What follows belongs to an exercise in optimizing a design on an open flow for small area, a short achievable clock period and few clock cycles per item; a production flow would make more cautious choices.
Only simulation tests tie the RTL to the original design; equivalence was not proved.

## JK
Design smu_dac_conv, start of the top module:
module smu_dac_conv (
    input  wire        clk,
    input  wire        rst,         
    input  wire        in_valid,
    output wire        in_ready,
    input  wire [3:0]  in_role,     
    input  wire [7:0]  in_range,    
    input  wire [31:0] in_x,        
    input  wire [31:0] in_cllv,     
    input  wire [31:0] in_clhv,     
    output wire        out_valid,
    input  wire        out_ready,
    output wire [15:0] out_code,
    output wire        out_err      
);
clock: 40.0 ns
lec_check: 0
abc_area: 1
cap_margin: 20
core_margin: 2
core_utilization: 40
cts_buf_list: sky130_fd_sc_hd__clkbuf_8 sky130_fd_sc_hd__clkbuf_16
cts_cluster_diameter: 60
cts_cluster_size: 20
slew_margin: 20
standard.sh (not shown) runs the stock make flow with config.mk's settings and CLKGATE_MAP_FILE= SYNTH_SCRIPT=/design/flow/synth_recipe.tcl, a recipe that flattens the netlist after the stock synthesis.
==> flow/flow/run.sh <==
#!/bin/bash
# The standard layout, with plain buffers (sky130_fd_sc_hd__buf_1) on the ports
# instead of the delay buffers buffer_ports picks by default.
set -euo pipefail
bash standard.sh "BUFFER_PORTS_ARGS=-buffer_cell sky130_fd_sc_hd__buf_1" finish > standard.log 2>&1
Testbench counts of JK, summed over its fixed seeds: cycles 4,832, items 4,800.
Changes in MS relative to JK:
diff --git a/flow/config.mk b/flow/config.mk
--- a/flow/config.mk
+++ b/flow/config.mk
@@ -11,5 +11,3 @@
 export CORE_UTILIZATION = 40
-export CTS_BUF_LIST = sky130_fd_sc_hd__clkbuf_8 sky130_fd_sc_hd__clkbuf_16
-export CTS_CLUSTER_DIAMETER = 60
-export CTS_CLUSTER_SIZE = 20
+export CTS_BUF_LIST = sky130_fd_sc_hd__clkbuf_4 sky130_fd_sc_hd__clkbuf_8
 export SLEW_MARGIN = 20
Results
- MS finished all stages; the layout is clean.
- After detailed routing, JK needs less wire than MS.
- Total via count in the routed design in MS is about 0.53% above JK.
- [compare] base=JK new=MS: design area ~0 delta, global-route usage +0.28 points, critical path depth +about 2.6%.
- Sort MS and JK by shortest clock period the worst path allows after layout asc -> top: JK
- Changes observed in MS relative to JK: fraction of area in multi-input gates closely matched the old numbers; number of flip-flops and latches in the synthesized netlist closely matched the old numbers.


Another version of the RTL of smu_dac_conv (not shown whole).
Size in the first run: ~3600 cells after synthesis, ~130 I/O pins.
export LEC_CHECK = 0
export ABC_AREA = 1
export CAP_MARGIN = 50
export CORE_MARGIN = 2
export CORE_UTILIZATION = 60
export CTS_BUF_LIST = sky130_fd_sc_hd__clkbuf_16
export CTS_CLUSTER_DIAMETER = 100
export CTS_CLUSTER_SIZE = 20
export SLEW_MARGIN = 75
create_clock -name core_clock -period 40.0 [get_ports {clk}]
Scripts as last shown in full above: flow/flow/run.sh
The starting point went through all stages and came out clean.
Testbench counts at the start, summed over its fixed seeds: cycles 4,832, items 4,800.
Next try:
- CORE_UTILIZATION: 60 -> 67
- SLEW_MARGIN: 75 -> 70
Outcome: The new run finished with timing, DRC and antenna clean. Worst setup slack gets worse by 0.0045 ns. Core utilization is higher by 7.4 points. Cell area decreases slightly. Die area goes down by roughly a tenth. Non-clock buffer count falls by 7. Area after synthesis stays the same.
Next try:
- CORE_UTILIZATION: 67 -> 60
- CTS_CLUSTER_SIZE: 20 -> 25
Outcome:
- die area climbs by 11%
- setup slack is better by 0.018 ns
- cell count climbs by 1.7%
- design area is about the same
- routed wire length drops by 1.7%
- non-clock buffer count drops by 1
Next try:
- CTS_CLUSTER_SIZE: 25 -> 20
- SLEW_MARGIN: 70 -> 60
Worst setup slack degrades by 0.025 ns.
Critical path depth is unchanged.
Sequential share of layout area stays flat.
Next try:
- CORE_UTILIZATION: 60 -> 75
- SLEW_MARGIN: 60 -> 70
After rerunning:
- The changed run went through all stages and came out clean
- fmax is lower slightly
- cell area barely changes
- non-clock buffer count is higher by 3
- critical path depth is higher by 80
- cell count is lower by a few percent
- die area is lower by about a fifth
- utilization is higher by 17 points
- worst setup slack degrades by 0.028 ns
Next try:
- CORE_UTILIZATION: 75 -> 40
- CTS_BUF_LIST: sky130_fd_sc_hd__clkbuf_16 -> sky130_fd_sc_hd__clkbuf_4 sky130_fd_sc_hd__clkbuf_8
- CTS_CLUSTER_DIAMETER: 100 -> default
- CTS_CLUSTER_SIZE: 20 -> default
What happened:
- area after synthesis does not change
- count of clock-buffer cells in the layout climbs by 45
- via count drops by a few percent
- global-route usage drops by 17 points
- sequential share of layout area drops by 0.79 points
- synthesized cell count is unchanged

-- static timing again, ports no longer ideal --
How much do the figures lean on ideal ports? The routed layouts below were timed once more, with nothing changed but the port constraints.
Step 1, drivers: a clkbuf_16 drives clk and a buf_2 each remaining input, both assumed.
Step 2 also shifts input and output timing later by t, the mid clock arrival at the registers, as if the neighbouring blocks saw the same clock.
a / b / c = no drivers / after step 1 / after step 2; a / b = the first two.
run | t (ns) | setup slack, ns | worst hold slack (ns)
JK | 0.663 | 30.505 / 30.505 / 30.505 | 0.330 / 0.330 / 0.330
MS | 0.682 | 30.498 / 30.498 / 30.498 | 0.325 / 0.325 / 0.325
the first run of note 2 | 0.587 | 30.927 / 30.870 / 30.622 | 0.329 / 0.329 / 0.329
the second run of note 2 | 0.593 | 30.923 / 30.863 / 30.727 | 0.335 / 0.335 / 0.335
the third run of note 2 | 0.587 | 30.941 / 30.881 / 30.623 | 0.331 / 0.331 / 0.331
the fourth run of note 2 | 0.589 | 30.916 / 30.861 / 30.506 | 0.328 / 0.328 / 0.328
the fifth run of note 2 | 0.574 | 30.889 / 30.867 / 30.742 | 0.359 / 0.359 / 0.359
the sixth run of note 2 | 0.705 | 30.833 / 30.771 / 30.567 | 0.313 / 0.313 / 0.313
After both steps every run listed still meets setup and hold. The setup slack of the fourth run of note 2, which loses most, moves by -0.055 ns with the drivers and by -0.410 ns with both steps.
